Context: an optimization exercise on an open-source flow, tuned for small area. The choices shown serve that exercise and are no tape-out recipe. At most, simulation tests tie the RTL to the original design; equivalence was not proved. For run 4, only the layout was checked, not whether the RTL still works. Power is estimated from default activity; no workload was simulated.

===== flow/design.v =====
module dm_frame_reader (
    input  wire        clk,
    input  wire        rst,             
    input  wire        cmd_valid,
    output wire        cmd_ready,
    input  wire [31:0] cmd_timeout_ms,
    output wire        rx_req,
    input  wire        rx_valid,
    input  wire        rx_tmo,
    input  wire [7:0]  rx_data,
    input  wire        tick_ms,
    output wire        busy,
    output wire [2:0]  res_code,
    output wire        rd_valid,
    output wire [15:0] r0,
    output wire [15:0] r1,
    output wire [15:0] r2,
    output wire [15:0] r3,
    output wire [15:0] r4,
    output wire [15:0] r5,
    output wire [15:0] r6,
    output wire [15:0] r7,
    output wire [15:0] r8,
    output wire [15:0] r9,
    output wire [15:0] r10,
    output wire [15:0] r11
);
    localparam [2:0] RES_NONE        = 3'd0;
    localparam [2:0] RES_OK          = 3'd1;
    localparam [2:0] RES_TIMEOUT     = 3'd2;
    localparam [2:0] RES_UNSUPPORTED = 3'd3;
    localparam [2:0] RES_TRUNCATED   = 3'd4;
    localparam [2:0] RES_CSUM_BAD    = 3'd5;
    localparam [4:0] P_SEEK1 = 5'd4;
    localparam [4:0] P_SEEK2 = 5'd5;
    localparam [4:0] P_LENHI = 5'd6;
    localparam [4:0] P_LENLO = 5'd7;
    localparam [4:0] P_CKHI  = 5'd2;
    localparam [4:0] P_CKLO  = 5'd3;
    reg          act;        
    reg  [2:0]   result;
    reg  [4:0]   pos;
    reg  [12:0]  csum;       
    reg          flag;       
    reg          expd;       
    reg  [191:0] sr;         
    assign busy      = act;
    assign cmd_ready = ~act;
    assign rx_req    = act;
    assign res_code  = result;
    assign rd_valid  = (result == RES_OK);
    assign {r0, r1, r2, r3, r4, r5, r6, r7, r8, r9, r10, r11} = sr;
    wire        start  = ~act & cmd_valid;
    wire        sym    = act & rx_valid;
    wire        byte_v = sym & ~rx_tmo;
    wire        seek   = (pos[4:1] == 4'b0010);
    wire        seek2  = seek & pos[0];
    wire        shift  = byte_v & (pos[4] | pos[3]);
    wire        summed = ~(pos[4:3] == 2'b00 & (pos[2] ^ pos[1]));
    wire        is_42  = (rx_data == 8'h42);
    wire        is_4d  = (rx_data == 8'h4D);
    wire [31:0] rem     = sr[31:0];
    wire        rem_inf = &rem;
    wire        tick    = act & seek & tick_ms;
    wire [32:0] bz;                      
    assign bz[0] = 1'b1;
    wire        deadline = expd | (tick & bz[32]);
    reg  [2:0]  result_n;
    reg  [4:0]  pos_n;
    reg         act_n;
    always @(*) begin
        act_n    = act;
        result_n = result;
        pos_n    = pos;
        if (!act) begin
            if (cmd_valid) begin
                act_n    = 1'b1;
                result_n = RES_NONE;
                pos_n    = P_SEEK1;
            end
        end else if (sym) begin
            if (seek) begin
                if (seek2 && !rx_tmo && is_4d)
                    pos_n = P_LENHI;
                else if (deadline) begin
                    act_n    = 1'b0;
                    result_n = RES_TIMEOUT;
                end else if (!rx_tmo && is_42)
                    pos_n = P_SEEK2;
                else if (!rx_tmo)
                    pos_n = P_SEEK1;
            end else if (rx_tmo) begin
                act_n    = 1'b0;
                result_n = RES_TRUNCATED;
            end else if (pos == P_LENLO && !(flag && rx_data == 8'd28)) begin
                act_n    = 1'b0;
                result_n = RES_UNSUPPORTED;
            end else if (pos == P_CKLO) begin
                act_n    = 1'b0;
                result_n = (flag && rx_data == csum[7:0]) ? RES_OK : RES_CSUM_BAD;
            end else
                pos_n = pos + 5'd1;
        end
    end
    always @(posedge clk) begin
        if (rst) begin
            act    <= 1'b0;
            result <= RES_NONE;
        end else begin
            act    <= act_n;
            result <= result_n;
        end
        pos <= pos_n;
    end
    always @(posedge clk) begin
        if (byte_v) begin
            if (pos == P_LENHI)
                flag <= (rx_data == 8'd0);
            else if (pos == P_CKHI)
                flag <= (rx_data == {3'd0, csum[12:8]});
        end
    end
    always @(posedge clk) begin
        if (byte_v && seek2 && is_4d)
            csum <= 13'h8F;
        else if (byte_v && summed && !seek)
            csum <= csum + {5'd0, rx_data};
    end
    always @(posedge clk) begin
        if (!act)
            expd <= 1'b0;
        else if (tick && bz[32])
            expd <= 1'b1;
    end
    genvar g;
    generate
        for (g = 0; g < 32; g = g + 1) begin : g_rem
            assign bz[g+1] = bz[g] & ~rem[g];
            wire prev = (g < 8) ? rx_data[g % 8] : sr[(g < 8) ? 0 : g - 8];
            wire en   = start | shift | (tick & ~rem_inf & bz[g]);
            wire d    = start ? cmd_timeout_ms[g] : shift ? prev : ~rem[g];
            always @(posedge clk)
                if (en)
                    sr[g] <= d;
        end
    endgenerate
    always @(posedge clk) begin
        if (shift)
            sr[191:32] <= sr[183:24];
    end
endmodule

===== flow/flow/run.sh =====
#!/bin/bash
set -euo pipefail
bash standard.sh "BUFFER_PORTS_ARGS=-buffer_cell sky130_fd_sc_hd__buf_1" "CTS_ARGS=-sink_clustering_enable -repair_clock_nets -dont_use_dummy_load -buf_list sky130_fd_sc_hd__clkbuf_8 -sink_clustering_size 14 -sink_clustering_max_diameter 45" finish > flow_make.log 2>&1

===== flow/standard.sh =====
#!/bin/bash
# synth_recipe.tcl (not shown) runs the flow's synth.tcl, then flattens the netlist and writes it again
# the make line also repeats each setting of config.mk as NAME=value (left out here)
make -C /OpenROAD-flow-scripts/flow DESIGN_CONFIG=/design/flow/config.mk WORK_HOME=/design/flow/orfs CLKGATE_MAP_FILE= SYNTH_SCRIPT=/design/flow/synth_recipe.tcl "${@:-finish}"

===== flow/config.mk =====
export PLATFORM = sky130hd
export DESIGN_NAME = dm_frame_reader
export DESIGN_NICKNAME = dm_frame_reader
export VERILOG_FILES = /design/flow/design.v
export SDC_FILE = /design/flow/constraint.sdc
export NUM_CORES = 4
export LEC_CHECK = 0
export CAP_MARGIN = 20
export CORE_MARGIN = 2
export CORE_UTILIZATION = 65
export SLEW_MARGIN = 20

===== flow/constraint.sdc =====
create_clock -name core_clock -period 10.0 [get_ports {clk}]
set_input_delay 2.0000 -clock core_clock [delete_from_list [all_inputs] [get_ports {clk}]]
set_output_delay 2.0000 -clock core_clock [all_outputs]
set_load 0.01 [all_outputs]

==> results_dict.tcl, run 1 <==
set metrics [dict create \
    status "no timing/DRC/antenna violations" \
    finalNetCount 851 \
    finalSetupViolCount 0 \
    fin_tns_setup_ns 0 \
    syn_avg_cell_area_um2 15.1 \
    ys_ff_latch 216 \
    syn_nets 617 \
    globalplace.congestion 0.877 \
    clockPowerShare_pct 26.0 \
    final-instance-count-excl-fill 962 \
    fill_cells 843 \
    routed_wl_um 18800 \
    total_power_uw 1800 \
    cts.sinks 216 \
    clock_insertion_delay_worst_skew_ns 0.54 \
    multi_input_area_mm2 0.00185 \
    rows 41 \
    slew_viol_final 0 \
    postCtsHoldBufs 0 \
    switching_share_pct 25.7 \
    firstDrtPassIters 5 \
    syn_inst 558 \
    yosysSeqAreaShare_pct 74.9 \
    ios 245 \
    dp_hpwl_um 13300 \
    synth_compound_area_share_pct 9.42 \
    grt_overflow_total 0 \
    maxCapViolations 0 \
    synth_top_area_share_pct 70.6 \
    synth_edf_count 198 \
    cp_max_fo 93 \
    synthMuxAreaShare_pct 0.476 \
    cts_resized 0 \
    ff_latch_area_mm2 0.00631 \
    internal_power_uw 1340 \
    grt_pass1_vias 5327 \
    rsz0062_at_grt "no" \
    synthTopCellsByArea "edfxtp_1 71%, dfxtp_1 4.3%, a21oi_1 2.7%" \
    drc 0 \
    end_kind "register" \
    fin_skew_ns 0.0719 \
    slew_headroom_pct 45.6 \
    fin_crit_ns 4.10 \
    max_freq_mhz 244 \
    synth_warnings 1 \
    postCtsSetupRepairBufs 0 \
    finalHoldViolations 0 \
    fin_crit_sh_pct 41.0 \
    start_util_pct 66.7 \
    p_comb_share_pct 13.7 \
    clock-root-buffer "clkbuf_8" \
    grt_use_total_pct 26.5 \
    synth_ff_type "edfxtp_1" \
    vias 5734 \
    path_class "in2reg" \
    cts_tree "built" \
    grt_pass1_wl_um 29100 \
    wire_per_inst_um 19.6 \
    synth_top_area_cell "edfxtp_1" \
    dieArea_mm2 0.0139 \
    holdCritPathClass "reg2reg" \
    htreeDepth 1 \
    drtIter0Drc 555 \
    netlist-cell-type-count 48 \
    die_h_um 118 \
    yosys-top-cells-count "198 x edfxtp_1, 46 x a21oi_1, 36 x nand2_1, 32 x o22ai_1, 25 x buf_4" \
    path_clk_slew_ns 0.09 \
    power_density_mw_per_mm2 186 \
    diodes 0 \
    ant_nets 0 \
    power.switching_uw 464 \
    clk_path_buf_depth 3 \
    coreArea_mm2 0.0126 \
    antenna_found_initial 0 \
    dp.cells 937 \
    power_leakage_uw 0.00312 \
    startpoint_type "primary input" \
    synth.most_common_cell "edfxtp_1" \
    synth_top_family_by_area "compound AO/OA/AOI/OAI gates" \
    yosys.area_share.adder_pct 2.02 \
    arrival_ns 4.24 \
    crit_slowest_cell "buf_4" \
    grt_max_degree 94 \
    power_frac_seq_pct 60.2 \
    synthArstFlopShare_pct 0 \
    synthSimpleGateAreaFrac_pct 8.31 \
    die_w_um 118 \
    path_cells "buf_1 -> nand2_1 -> nor2_1 -> o21ai_2 -> buf_4 -> inv_6 -> buf_4" \
    cp_common_cell "buf_4" \
    cts_buffers 23 \
    io_buffers 244 \
    drive_above_1_share_pct 5.44 \
    synth_xor_area_share_pct 1.56 \
    syn_area_mm2 0.00842 \
    area_delta_synth_final_pct 15.2 \
    via_per_inst 5.96 \
    peakVddDrop_mv 0.116 \
    required_ns 10.14 \
    max_stage_delay_ns 0.77 \
    worst_pin_slew_ns 0.816 \
]
==> path summary, 6_finish.rpt <==
| path | end | slack (ns) | cells past startpoint | from |
|---|---|---|---|---|
| worst max-delay path | sr[86]$_DFFE_PP_ | 5.90 | 7 | rx_valid |
| worst min-delay path | sr[56]$_DFFE_PP_ | 0.43 | 0 | sr[48]$_DFFE_PP_ |
| worst max register to register | sr[86]$_DFFE_PP_ | 6.79 | 6 | act$_SDFF_PP0_ |
| worst min register to register | sr[56]$_DFFE_PP_ | 0.43 | 0 | sr[48]$_DFFE_PP_ |
==> placed cells by master, fill, tap and decap left out, drive strengths merged, types with 9 or more instances in the layout <==
master,n
nor4,10
a21oi,47
ha,12
xor2,11
nand3,13
nand2,37
dfxtp,18
nor2,16
clkbuf,23
edfxtp,198
nand4,13
inv,9
o22ai,32
o31ai,9
o21ai,26
buf,249
==> logic make-up (layout without fill, tap and decap cells) <==
kind of cell | count (synthesis) | after routing
AO/OA/AOI/OAI | 131 | 131
XOR/XNOR | 15 | 15
adder cells (fa/ha/maj) | 13 | 13
buffers and inverters | 49 | 281
flip-flops | 216 | 216
multiplexers | 4 | 4
AND/OR/NAND/NOR | 130 | 130
==> power groups by stage <==
stage / Combinational, µW / Sequential (µW) / Clock [µW]
2_1_floorplan: 179 / 1100 / 0
3_3_place_gp: 227 / 1100 / 0
3_5_place_dp: 238 / 1100 / 0
4_1_cts: 241 / 1090 / 478
5_1_grt: 272 / 1090 / 512
6_report: 247 / 1090 / 470
==> flip-flops by register name, indices dropped and copies added, names as in the netlist <==
| signal | cells |
|---|---|
| csum | 13 |
| result | 3 |
| flag | 1 |
| pos | 5 |
| sr | 192 |
| act | 1 |
| expd | 1 |
==> per-stage QoR <==
| stage | area [µm²] | setup WS (ns) | hold WS (ns) | util (%) |
|---|---|---|---|---|
| 2_1_floorplan | 8420 | 2.91 | 0.436 | - |
| 5_1_grt | 9700 | 5.71 | 0.435 | 76.8 |
| 3_5_place_dp | 9340 | 5.10 | 0.434 | 74.0 |
| 4_1_cts | 9660 | 5.61 | 0.426 | 76.6 |
| 6_report | 9700 | 5.90 | 0.428 | 76.8 |
| 3_3_place_gp | 9340 | 5.30 | 0.428 | 74.0 |
==> per-layer routing <==
layer | GRT usage [%] | share of wire, % | vias to the layer above
met5 | 0 | 0 | -
met4 | 6.25 | 1.8 | 0
met3 | 5.81 | 8.5 | 32
met2 | 45.1 | 50 | 304
met1 | 35.2 | 39 | 2789
li1 | - | - | 2609
==> critical path: cells and delay by family <==
kind                   cells  cell delay [ns]
buffers and inverters      4             1.70
and+or+nand+nor            2             0.38
AOI/OAI and AO/OA          1             0.08
==> layout make-up <==
class                      count  area share [%]
inverter                       9           0.400
clock buffer                  23            3.26
tap                          172            2.22
multi-input combinational    293            19.1
timing repair buffer         249            10.0
sequential                   216            65.0
==> inputs of run 2 (changes only) <==
==> flow/run.sh (new file) <==
#!/bin/bash
# synth_recipe.tcl (not shown) runs the flow's synth.tcl, then flattens the netlist and writes it again
# the make line also repeats each setting of config.mk as NAME=value (left out here)
make -C /OpenROAD-flow-scripts/flow DESIGN_CONFIG=/design/flow/config.mk WORK_HOME=/design/flow/orfs CLKGATE_MAP_FILE= SYNTH_SCRIPT=/design/flow/synth_recipe.tcl finish
--- a/flow/config.mk
+++ b/flow/config.mk
@@ -8,4 +8,7 @@
 export CAP_MARGIN = 20
 export CORE_MARGIN = 2
 export CORE_UTILIZATION = 65
+export CTS_BUF_LIST = sky130_fd_sc_hd__clkbuf_8
+export CTS_CLUSTER_DIAMETER = 45
+export CTS_CLUSTER_SIZE = 14
 export SLEW_MARGIN = 20
removed: flow/flow/run.sh
removed: flow/standard.sh
==> results_dict.tcl, run 2 <==
set metrics [dict create \
    status "no timing/DRC/antenna violations" \
    p_comb_share_pct 15.5 \
    synth_top_area_share_pct 70.6 \
    startpoint_type "primary input" \
    end_kind "register" \
    drc 0 \
    hold_depth 0 \
    path_class "in2reg" \
    r2r_cells 6 \
    grt_pass1_vias 5933 \
    finalNetCount 850 \
    max_freq_mhz 228 \
    power_density_mw_per_mm2 170 \
    ys_ff_latch 216 \
    power_frac_seq_pct 56.4 \
    area_delta_synth_final_pct 34.7 \
    coreArea_mm2 0.0126 \
    peakVddDrop_mv 0.169 \
    firstDrtPassIters 6 \
    fin_skew_ns 0.0236 \
    finalHoldViolations 0 \
    clock_insertion_delay_worst_skew_ns 0.53 \
    die_h_um 118 \
    antenna_found_initial 0 \
    synth_ff_type "edfxtp_1" \
    dp_hpwl_um 15000 \
    hold_path_end "sr[119]$_DFFE_PP_" \
    cts_buffers 22 \
    final_cell_mix "244 x clkdlybuf4s50_1, 198 x edfxtp_1, 46 x a21oi_1, 35 x nand2_1, 32 x o22ai_1" \
    slew_headroom_pct 41.5 \
    grt_overflow_total 0 \
    required_ns 10.15 \
    layout_setup_ws_ns 5.62 \
    syn_area_mm2 0.00842 \
    stdcell_area_mm2 0.0113 \
    final_common_cell "clkdlybuf4s50_1" \
    power_leakage_uw 0.00384 \
    drive_above_1_share_pct 6.35 \
    drtIter0Drc 844 \
    synth_edf_count 198 \
    netlist-cell-type-count 48 \
    yosysSeqAreaShare_pct 74.9 \
    largest_reg_flops 192 \
    fin_tns_setup_ns 0 \
    synth.most_common_cell "edfxtp_1" \
    slew_viol_final 0 \
    vias 6182 \
    start_util_pct 66.7 \
    grt_pass1_wl_um 35900 \
    switching_share_pct 27.2 \
    finalSetupViolCount 0 \
    syn_avg_cell_area_um2 15.1 \
    io_buffers 244 \
    wire_per_inst_um 24.7 \
    postCtsHoldBufs 0 \
    power.switching_uw 526 \
    holdCritPathClass "reg2reg" \
    synth_warnings 1 \
    via_per_inst 6.34 \
    synthTopCellsByArea "edfxtp_1 71%, dfxtp_1 4.3%, a21oi_1 2.7%" \
    arrival_ns 4.52 \
    clock-root-buffer "clkbuf_8" \
    postCtsSetupRepairBufs 0 \
    clk_path_buf_depth 3 \
    fin_crit_ns 4.38 \
    die_w_um 118 \
    synthArstFlopShare_pct 0 \
    cts.sinks 216 \
    htreeDepth 1 \
    reg2reg_to "sr[76]$_DFFE_PP_" \
    dieArea_mm2 0.0139 \
    rsz0062_at_grt "no" \
    largestRegisters "sr (192), csum (13), pos (5)" \
    maxCapViolations 0 \
    cp_max_fo 99 \
    routed_wl_um 24100 \
    dp_worst_setup_slack_ns 4.82 \
    ant_nets 0 \
    min_from "sr[111]$_DFFE_PP_" \
    worst_pin_slew_ns 0.877 \
    clockPowerShare_pct 28.1 \
    globalplace.congestion 0.902 \
    fin_crit_sh_pct 43.8 \
    yosys-top-cells-count "198 x edfxtp_1, 46 x a21oi_1, 36 x nand2_1, 32 x o22ai_1, 25 x buf_4" \
    grt_max_degree 100 \
    cts_tree "built" \
    rr_startpoint "act$_SDFF_PP0_" \
    rows 41 \
    r2r_setup_slack_ns 6.89 \
    syn_inst 558 \
    regMostFlops "sr" \
    diodes 0 \
    internal_power_uw 1410 \
    ios 245 \
    syn_nets 617 \
    final_util_pct 89.8 \
    path_clk_slew_ns 0.10 \
    dpl_cell_area_mm2 0.0109 \
    cts_resized 0 \
    grt_use_total_pct 33.6 \
    synth_top_area_cell "edfxtp_1" \
]
run 2: changes by cell type in the layout (fill, tap and decap cells not counted), moves of 3 or more:
cell             change
clkinvlp_4           +3
clkdlybuf4s50_1    +244
buf_1              -244
inv_1                +4
run 2: how the worst max path moves through the flow:
stage	from	endpoint	slack, ns	cells past startpoint
final	rx_valid	sr[76]$_DFFE_PP_	5.62	7
after global routing	rx_tmo	sr[103]$_DFFE_PP_	5.46	6
after detailed placement	rx_tmo	sr[29]$_DFFE_PP_	4.82	7
after CTS	rx_tmo	sr[27]$_DFFE_PP_	5.28	7
after floorplan	rx_tmo	sr[25]$_DFFE_PP_	2.91	7
after global placement	rx_valid	sr[157]$_DFFE_PP_	5.03	7
run 2: layout make-up:
type                    count  area (µm²)
inverters                   9        38.8
multi-input cells         293        1850
fillers                   525        1280
well taps                 172         215
flip-flops and latches    216        6310
clock inverters            12        82.6
clock buffers              24         330
repair buffers            249        2520
run 2: worst max-delay path, stage by stage:
cell and delay [ns]:
clkdlybuf4s50_1 0.48, nand2_1 0.13, nor2_1 0.26, o21ai_2 0.09, buf_4 0.25, inv_6 0.48, buf_6 0.71
run 2: cell families after synthesis:
| family | count (synthesis) | share of synthesized area, % |
|---|---|---|
| XOR/XNOR | 15 | 1.56 |
| buffers and inverters | 49 | 3.31 |
| multiplexers | 4 | 0.476 |
| flip-flops | 216 | 74.9 |
| adder cells (fa/ha/maj) | 13 | 2.02 |
| AO/OA/AOI/OAI | 131 | 9.42 |
| AND/OR/NAND/NOR | 130 | 8.31 |
run 2: power by group through the flow:
| stage | combinational [µW] | sequential (µW) | clock, µW |
|---|---|---|---|
| 6_report | 300 | 1090 | 542 |
| 5_1_grt | 321 | 1100 | 572 |
| 4_1_cts | 290 | 1090 | 543 |
| 3_5_place_dp | 281 | 1110 | 0 |
| 3_3_place_gp | 266 | 1100 | 0 |
| 2_1_floorplan | 179 | 1100 | 0 |
run 2: metrics by stage:
| step | total power, µW | instances | hold WS (ns) |
|---|---|---|---|
| detailed placement | 1390 | 937 | 0.431 |
| CTS | 1920 | 973 | 0.452 |
| global placement | 1370 | 937 | 0.431 |
| floorplan | 1280 | 558 | 0.436 |
| finish | 1930 | 975 | 0.453 |
| global route | 1990 | 975 | 0.465 |
run 2: metal layers:
metal	global-route usage, %	vias up	wire length [µm]
li1	-	2615	-
met1	43.4	2965	8460
met2	58.7	535	12400
met3	6.69	67	2600
met4	8.81	0	629
met5	0	-	0
==> inputs of run 3 (changes only) <==
==> flow/flow/run.sh (new file) <==
#!/bin/bash
set -euo pipefail
bash standard.sh "BUFFER_PORTS_ARGS=-buffer_cell sky130_fd_sc_hd__buf_1" "CTS_ARGS=-sink_clustering_enable -repair_clock_nets -dont_use_dummy_load -buf_list sky130_fd_sc_hd__clkbuf_4 -sink_clustering_size 12 -sink_clustering_max_diameter 35" finish > flow_make.log 2>&1
==> flow/standard.sh (new file) <==
#!/bin/bash
# synth_recipe.tcl (not shown) runs the flow's synth.tcl, then flattens the netlist and writes it again
# the make line also repeats each setting of config.mk as NAME=value (left out here)
make -C /OpenROAD-flow-scripts/flow DESIGN_CONFIG=/design/flow/config.mk WORK_HOME=/design/flow/orfs CLKGATE_MAP_FILE= SYNTH_SCRIPT=/design/flow/synth_recipe.tcl "${@:-finish}"
--- a/flow/config.mk
+++ b/flow/config.mk
@@ -7,8 +7,5 @@
 export LEC_CHECK = 0
 export CAP_MARGIN = 20
 export CORE_MARGIN = 2
-export CORE_UTILIZATION = 65
-export CTS_BUF_LIST = sky130_fd_sc_hd__clkbuf_8
-export CTS_CLUSTER_DIAMETER = 45
-export CTS_CLUSTER_SIZE = 14
+export CORE_UTILIZATION = 75
 export SLEW_MARGIN = 20
removed: flow/run.sh
==> results_dict.tcl, run 3 <==
set metrics [dict create \
    syn_inst 558 \
    grt_overflow_total 0 \
    dpl_cell_area_mm2 0.00930 \
    cp_max_fo 84 \
    crit_slowest_cell "buf_4" \
    cts_resized 0 \
    fin_crit_ns 4.04 \
    power_leakage_uw 0.00308 \
    routed_wl_um 19700 \
    ys_ff_latch 216 \
    synth_warnings 1 \
    ant_nets 0 \
    coreArea_mm2 0.0109 \
    power_density_mw_per_mm2 180 \
    drtIter0Drc 868 \
    required_ns 10.23 \
    clock-root-buffer "clkbuf_4" \
    worst_pin_slew_ns 1.02 \
    path_class "in2reg" \
    dieArea_mm2 0.0121 \
    firstDrtPassIters 5 \
    via_per_inst 6.41 \
    yosysSeqAreaShare_pct 74.9 \
    synth_top_area_share_pct 70.6 \
    cts.sinks 216 \
    drive_above_1_share_pct 6.04 \
    arrival_ns 4.27 \
    cts_tree "built" \
    clockPowerShare_pct 22.7 \
    cp_common_cell "buf_4" \
    stdcell_area_mm2 0.00955 \
    die_h_um 110 \
    syn_avg_cell_area_um2 15.1 \
    path_cells "buf_1 -> nand2_1 -> nor2_1 -> o21ai_2 -> buf_4 -> inv_6 -> buf_4" \
    htreeDepth 1 \
    final_common_cell "buf_1" \
    internal_power_uw 1270 \
    area_delta_synth_final_pct 13.4 \
    synthArstFlopShare_pct 0 \
    clock_insertion_delay_worst_skew_ns 0.65 \
    grt_use_total_pct 31.1 \
    postCtsHoldBufs 0 \
    synth_top_area_cell "edfxtp_1" \
    holdCritPathClass "reg2reg" \
    syn_area_mm2 0.00842 \
    synth.most_common_cell "edfxtp_1" \
    globalplace.congestion 0.928 \
    slew_headroom_pct 32.2 \
    finalHoldViolations 0 \
    dp_hpwl_um 13800 \
    fin_tns_setup_ns 0 \
    ios 245 \
    end_kind "register" \
    rsz0062_at_grt "no" \
    power.switching_uw 456 \
    maxCapViolations 0 \
    antenna_found_initial 0 \
    final_cell_mix "244 x buf_1, 198 x edfxtp_1, 46 x a21oi_1, 35 x nand2_1, 32 x o22ai_1" \
    max_freq_mhz 247 \
    diodes 0 \
    startpoint_type "primary input" \
    netlist-cell-type-count 48 \
    rows 38 \
    grt_max_degree 85 \
    fill_cells 492 \
    fin_crit_sh_pct 40.4 \
    max_stage_delay_ns 0.90 \
    regMostFlops "sr" \
    largest_reg_flops 192 \
    grt_pass1_wl_um 28300 \
    start_util_pct 77.3 \
    io_buffers 244 \
    slew_viol_final 0 \
    wire_per_inst_um 21.1 \
    die_w_um 110 \
    clk_path_buf_depth 3 \
    largestRegisters "sr (192), csum (13), pos (5)" \
    postCtsSetupRepairBufs 0 \
    fin_skew_ns 0.0543 \
    synthTopCellsByArea "edfxtp_1 71%, dfxtp_1 4.3%, a21oi_1 2.7%" \
    peakVddDrop_mv 0.146 \
    syn_nets 617 \
    path_clk_slew_ns 0.12 \
    finalNetCount 856 \
    yosys-top-cells-count "198 x edfxtp_1, 46 x a21oi_1, 36 x nand2_1, 32 x o22ai_1, 25 x buf_4" \
    power_frac_seq_pct 63.1 \
    synth_edf_count 198 \
    p_comb_share_pct 14.2 \
    grt_pass1_vias 5418 \
    finalSetupViolCount 0 \
    crit_family "buffers and inverters" \
    switching_share_pct 26.4 \
    status "no timing/DRC/antenna violations" \
    vias 5994 \
    drc 0 \
    cts_buffers 29 \
    synth_ff_type "edfxtp_1" \
    crit_buf_inv 4 \
]
[run 3: cell type report]
cell class	instances	area (µm²)	share of cell area [%]
clock buffer	29	218	2.28
inverter	9	38.8	0.406
multi-input combinational	293	1850	19.3
sequential	216	6310	66.0
tap	140	175	1.83
timing repair buffer	248	966	10.1
[run 3: metal layers]
layer | wire length (µm) | track usage [%]
met5 | 0 | 0
met4 | 787 | 12.1
met3 | 2200 | 7.29
met2 | 9780 | 51.1
met1 | 6950 | 40.8
[run 3: worst register-to-register path, delay by kind of cell (launching register included)]
kind / cells / cell delay (ns)
flops: 1 / 0.56
simple gates: 2 / 0.46
buf+inv: 3 / 1.68
compound gates: 1 / 0.09
[run 3: final timing paths]
| check | start | to | slack, ns | cells past startpoint |
|---|---|---|---|---|
| worst min-delay path | sr[96]$_DFFE_PP_ | sr[104]$_DFFE_PP_ | 0.41 | 0 |
| worst min register to register | sr[96]$_DFFE_PP_ | sr[104]$_DFFE_PP_ | 0.41 | 0 |
| worst max-delay path | rx_valid | sr[40]$_DFFE_PP_ | 5.96 | 7 |
| worst max register to register | act$_SDFF_PP0_ | sr[40]$_DFFE_PP_ | 6.78 | 6 |
[run 3: through the flow]
step | utilization, % | total power, µW | std cells | setup WS (ns) | hold WS, ns
2_1_floorplan | - | 1280 | 558 | 2.91 | 0.436
6_report | 87.7 | 1720 | 935 | 5.96 | 0.415
3_3_place_gp | 85.5 | 1330 | 905 | 5.36 | 0.428
5_1_grt | 87.7 | 1790 | 935 | 5.76 | 0.427
4_1_cts | 87.5 | 1720 | 934 | 5.76 | 0.414
3_5_place_dp | 85.5 | 1340 | 905 | 5.12 | 0.432
[run 3: kinds of logic (layout without fill, tap and decap cells)]
group | after synthesis | count (layout) | synth area share (%)
AO/OA/AOI/OAI | 131 | 131 | 9.42
flip-flops | 216 | 216 | 74.9
XOR/XNOR | 15 | 15 | 1.56
buffers and inverters | 49 | 286 | 3.31
AND/OR/NAND/NOR | 130 | 130 | 8.31
multiplexers | 4 | 4 | 0.476
adder cells (fa/ha/maj) | 13 | 13 | 2.02
[run 3: power by group through the flow]
stage | clock [µW] | combinational, µW | sequential (µW)
finish | 390 | 245 | 1090
global route | 430 | 272 | 1090
CTS | 397 | 239 | 1090
detailed placement | 0 | 237 | 1110
global placement | 0 | 226 | 1100
floorplan | 0 | 179 | 1100
==> inputs of run 4 (changes only) <==
--- a/flow/design.v
+++ b/flow/design.v
@@ -37,18 +37,20 @@
     localparam [4:0] P_LENLO = 5'd7;
     localparam [4:0] P_CKHI  = 5'd2;
     localparam [4:0] P_CKLO  = 5'd3;
-    reg          act;        
-    reg  [2:0]   result;
+    reg  [2:0]   st;         
     reg  [4:0]   pos;
     reg  [12:0]  csum;       
     reg          flag;       
     reg          expd;       
     reg  [191:0] sr;         
+    localparam [2:0] ST_BUSY = 3'd7;
+    wire         act    = (st == ST_BUSY);
+    wire [2:0]   result = act ? RES_NONE : st;
     assign busy      = act;
     assign cmd_ready = ~act;
     assign rx_req    = act;
     assign res_code  = result;
-    assign rd_valid  = (result == RES_OK);
+    assign rd_valid  = (st == RES_OK);
     assign {r0, r1, r2, r3, r4, r5, r6, r7, r8, r9, r10, r11} = sr;
     wire        start  = ~act & cmd_valid;
     wire        sym    = act & rx_valid;
@@ -65,17 +67,14 @@
     wire [32:0] bz;                      
     assign bz[0] = 1'b1;
     wire        deadline = expd | (tick & bz[32]);
-    reg  [2:0]  result_n;
+    reg  [2:0]  st_n;
     reg  [4:0]  pos_n;
-    reg         act_n;
     always @(*) begin
-        act_n    = act;
-        result_n = result;
+        st_n     = st;
         pos_n    = pos;
         if (!act) begin
             if (cmd_valid) begin
-                act_n    = 1'b1;
-                result_n = RES_NONE;
+                st_n     = ST_BUSY;
                 pos_n    = P_SEEK1;
             end
         end else if (sym) begin
@@ -83,33 +82,26 @@
                 if (seek2 && !rx_tmo && is_4d)
                     pos_n = P_LENHI;
                 else if (deadline) begin
-                    act_n    = 1'b0;
-                    result_n = RES_TIMEOUT;
+                    st_n     = RES_TIMEOUT;
                 end else if (!rx_tmo && is_42)
                     pos_n = P_SEEK2;
                 else if (!rx_tmo)
                     pos_n = P_SEEK1;
             end else if (rx_tmo) begin
-                act_n    = 1'b0;
-                result_n = RES_TRUNCATED;
+                st_n     = RES_TRUNCATED;
             end else if (pos == P_LENLO && !(flag && rx_data == 8'd28)) begin
-                act_n    = 1'b0;
-                result_n = RES_UNSUPPORTED;
+                st_n     = RES_UNSUPPORTED;
             end else if (pos == P_CKLO) begin
-                act_n    = 1'b0;
-                result_n = (flag && rx_data == csum[7:0]) ? RES_OK : RES_CSUM_BAD;
+                st_n     = (flag && rx_data == csum[7:0]) ? RES_OK : RES_CSUM_BAD;
             end else
                 pos_n = pos + 5'd1;
         end
     end
     always @(posedge clk) begin
-        if (rst) begin
-            act    <= 1'b0;
-            result <= RES_NONE;
-        end else begin
-            act    <= act_n;
-            result <= result_n;
-        end
+        if (rst)
+            st <= RES_NONE;
+        else
+            st <= st_n;
         pos <= pos_n;
     end
     always @(posedge clk) begin
==> flow/flow/run.sh (replaced) <==
#!/bin/bash
set -euo pipefail
bash standard.sh "BUFFER_PORTS_ARGS=-buffer_cell sky130_fd_sc_hd__buf_1" "CTS_ARGS=-sink_clustering_enable -repair_clock_nets -dont_use_dummy_load -buf_list sky130_fd_sc_hd__clkbuf_4 -sink_clustering_size 10 -sink_clustering_max_diameter 40" finish > flow_make.log 2>&1
--- a/flow/config.mk
+++ b/flow/config.mk
@@ -7,5 +7,5 @@
 export LEC_CHECK = 0
 export CAP_MARGIN = 20
 export CORE_MARGIN = 2
-export CORE_UTILIZATION = 75
+export CORE_UTILIZATION = 65
 export SLEW_MARGIN = 20
==> results_dict.tcl, run 4 <==
set metrics [dict create \
    synth_warnings 1 \
    die_h_um 118 \
    ant_nets 0 \
    cts_resized 0 \
    routed_wl_um 18500 \
    final_cell_mix "244 x buf_1, 198 x edfxtp_1, 45 x a21oi_1, 34 x o22ai_1, 30 x nand2_1" \
    synthTopCellsByArea "edfxtp_1 70%, dfxtp_1 4.0%, a21oi_1 2.7%" \
    fin_tns_setup_ns 0 \
    wire_per_inst_um 19.0 \
    syn_area_mm2 0.00847 \
    synth_top_area_cell "edfxtp_1" \
    netlist-cell-type-count 56 \
    cts.sinks 215 \
    grt_use_total_pct 25.9 \
    total_power_uw 1530 \
    postCtsHoldBufs 0 \
    switching_share_pct 23.1 \
    path_cells "nand3_1 -> inv_1 -> buf_1" \
    required_ns 8.00 \
    synth_edf_count 198 \
    io_buffers 244 \
    worst_pin_slew_ns 0.835 \
    via_per_inst 5.88 \
    startpoint_type "register" \
    syn_nets 624 \
    synth_xor_area_share_pct 1.55 \
    yosys-top-cells-count "198 x edfxtp_1, 45 x a21oi_1, 34 x o22ai_1, 31 x nand2_1, 25 x buf_4" \
    grt_overflow_total 0 \
    peakVddDrop_mv 0.108 \
    internal_power_uw 1180 \
    power_frac_seq_pct 66.8 \
    synth_compound_area_share_pct 10.1 \
    clock_insertion_delay_worst_skew_ns 0.63 \
    coreArea_mm2 0.0127 \
    crit_slowest_cell "nand3_1" \
    diodes 0 \
    htreeDepth 1 \
    slew_viol_final 0 \
    yosys.area_share.adder_pct 2.01 \
    synthSimpleGateAreaFrac_pct 8.40 \
    synth_top_family_by_area "compound AO/OA/AOI/OAI gates" \
    clock-root-buffer "clkbuf_4" \
    clockPowerShare_pct 25.4 \
    cts_tree "built" \
    dp_worst_setup_slack_ns 5.10 \
    layout_setup_ws_ns 5.83 \
    drive_above_1_share_pct 6.25 \
    regMostFlops "sr" \
    cts_buffers 29 \
    antenna_found_initial 0 \
    fin_crit_sh_pct 41.7 \
    fin_crit_ns 4.17 \
    clk_path_buf_depth 3 \
    synthArstFlopShare_pct 0 \
    dieArea_mm2 0.0140 \
    finalHoldViolations 0 \
    slew_headroom_pct 44.4 \
    ios 245 \
    die_w_um 118 \
    synth.most_common_cell "edfxtp_1" \
    globalplace.congestion 0.892 \
    firstDrtPassIters 6 \
    area_delta_synth_final_pct 13.6 \
    ff_latch_area_mm2 0.00629 \
    end_kind "output port" \
    finalNetCount 861 \
    postCtsSetupRepairBufs 0 \
    maxCapViolations 0 \
    holdCritPathClass "reg2reg" \
    path_class "reg2out" \
    vias 5714 \
    start_util_pct 66.9 \
    max_stage_delay_ns 0.44 \
    finalSetupViolCount 0 \
    drtIter0Drc 532 \
    syn_avg_cell_area_um2 15.0 \
    fill_cells 832 \
    synthMuxAreaShare_pct 0.236 \
    yosysSeqAreaShare_pct 74.2 \
    power.switching_uw 353 \
    dp_hpwl_um 13400 \
    synth_ff_type "edfxtp_1" \
    rows 41 \
    synth_top_area_share_pct 70.2 \
    p_comb_share_pct 7.8 \
    largest_reg_flops 192 \
    grt_max_degree 101 \
    final_common_cell "buf_1" \
    power_density_mw_per_mm2 159 \
    cp_max_fo 15 \
    largestRegisters "sr (192), csum (13), pos (5)" \
    multi_input_area_mm2 0.00191 \
    arrival_ns 2.17 \
    drc 0 \
    power_leakage_uw 0.00305 \
    rsz0062_at_grt "no" \
    grt_pass1_vias 5380 \
    grt_pass1_wl_um 28400 \
    ys_ff_latch 215 \
    fin_skew_ns 0.0537 \
    syn_inst 565 \
    status "no timing/DRC/antenna violations" \
    max_freq_mhz 240 \
    path_clk_slew_ns 0.09 \
    final_util_pct 76.0 \
]
## run 4: layer usage
metal	wire length, µm	GRT usage [%]	part of all wire [%]
met1	7350	34.1	40
met2	9010	43.2	49
met3	1660	5.98	9.0
met4	442	8.13	2.4
met5	0	0	0
## run 4: worst max-delay path, delay by kind of cell (launching register included)
family	cells	cell delay [ns]
buffers and inverters	2	0.69
flip-flops	1	0.40
AND/OR/NAND/NOR	1	0.44
## run 4: worst paths after layout
kind                       from           endpoint  slack, ns  cells after the start
max          st[1]$_SDFFE_PP0P_             rx_req       5.83                      3
min           sr[103]$_DFFE_PP_  sr[111]$_DFFE_PP_       0.42                      0
max reg2reg  st[1]$_SDFFE_PP0P_   sr[46]$_DFFE_PP_       6.82                      6
min reg2reg   sr[103]$_DFFE_PP_  sr[111]$_DFFE_PP_       0.42                      0
## run 4: kinds of logic after synthesis
group | after synthesis
compound gates | 137
xor+xnor | 15
fa+ha+maj | 13
buf+inv | 53
flops | 215
mux | 2
simple gates | 130
## run 4: layout make-up
| type | count | area share (%) |
|---|---|---|
| multi-input combinational | 297 | 19.8 |
| inverter | 12 | 0.520 |
| tap | 172 | 2.23 |
| clock buffer | 29 | 2.26 |
| timing repair buffer | 247 | 9.91 |
| sequential | 215 | 65.3 |
## run 4: stage by stage
| stage | cell area, µm² | hold WS (ns) | instances |
|---|---|---|---|
| finish | 9630 | 0.423 | 972 |
| global placement | 9390 | 0.427 | 942 |
| detailed placement | 9390 | 0.431 | 942 |
| floorplan | 8470 | 0.436 | 565 |
| global route | 9630 | 0.426 | 972 |
| CTS | 9600 | 0.418 | 971 |
## run 4: power groups by stage
stage / registers, µW / clock network [µW] / logic (µW)
6_report: 1020 / 387 / 119
3_5_place_dp: 1040 / 0 / 117
4_1_cts: 1020 / 400 / 118
2_1_floorplan: 1030 / 0 / 90.5
5_1_grt: 1020 / 437 / 133
3_3_place_gp: 1040 / 0 / 113

==> static timing again, ports no longer ideal <==
How much do the figures lean on ideal ports? The routed layouts below were timed once more, with nothing changed but the port constraints. Step 1 sets driving cells, clkbuf_16 on the clock port and buf_2 on the other inputs (assumed; they add their load-dependent delay and slew). Step 2 times the ports against the registers' clock, not the clock port: input delays grow and output delays shrink by t, the midpoint of the rising clock arrivals with the driver on. Three values: ideal, step 1, step 2; two values: the first two.
| run | shift t [ns] | setup slack, ns | worst setup path after step 2 | worst register clock-pin slew, ns |
|---|---|---|---|---|
| run 1 | 0.538 | 5.902 / 5.913 / 5.375 | input to register | 0.09 / 0.09 |
| run 2 | 0.550 | 5.621 / 5.631 / 5.080 | input to register | 0.10 / 0.10 |
| run 3 | 0.653 | 5.959 / 5.968 / 5.315 | input to register | 0.12 / 0.12 |
| run 4 | 0.651 | 5.828 / 5.794 / 5.434 | input to register | 0.11 / 0.11 |
After both steps setup and hold are still met in every run listed. For run 3, which loses most, drivers alone change the setup slack by +0.009 ns; drivers and shift together by -0.644 ns.
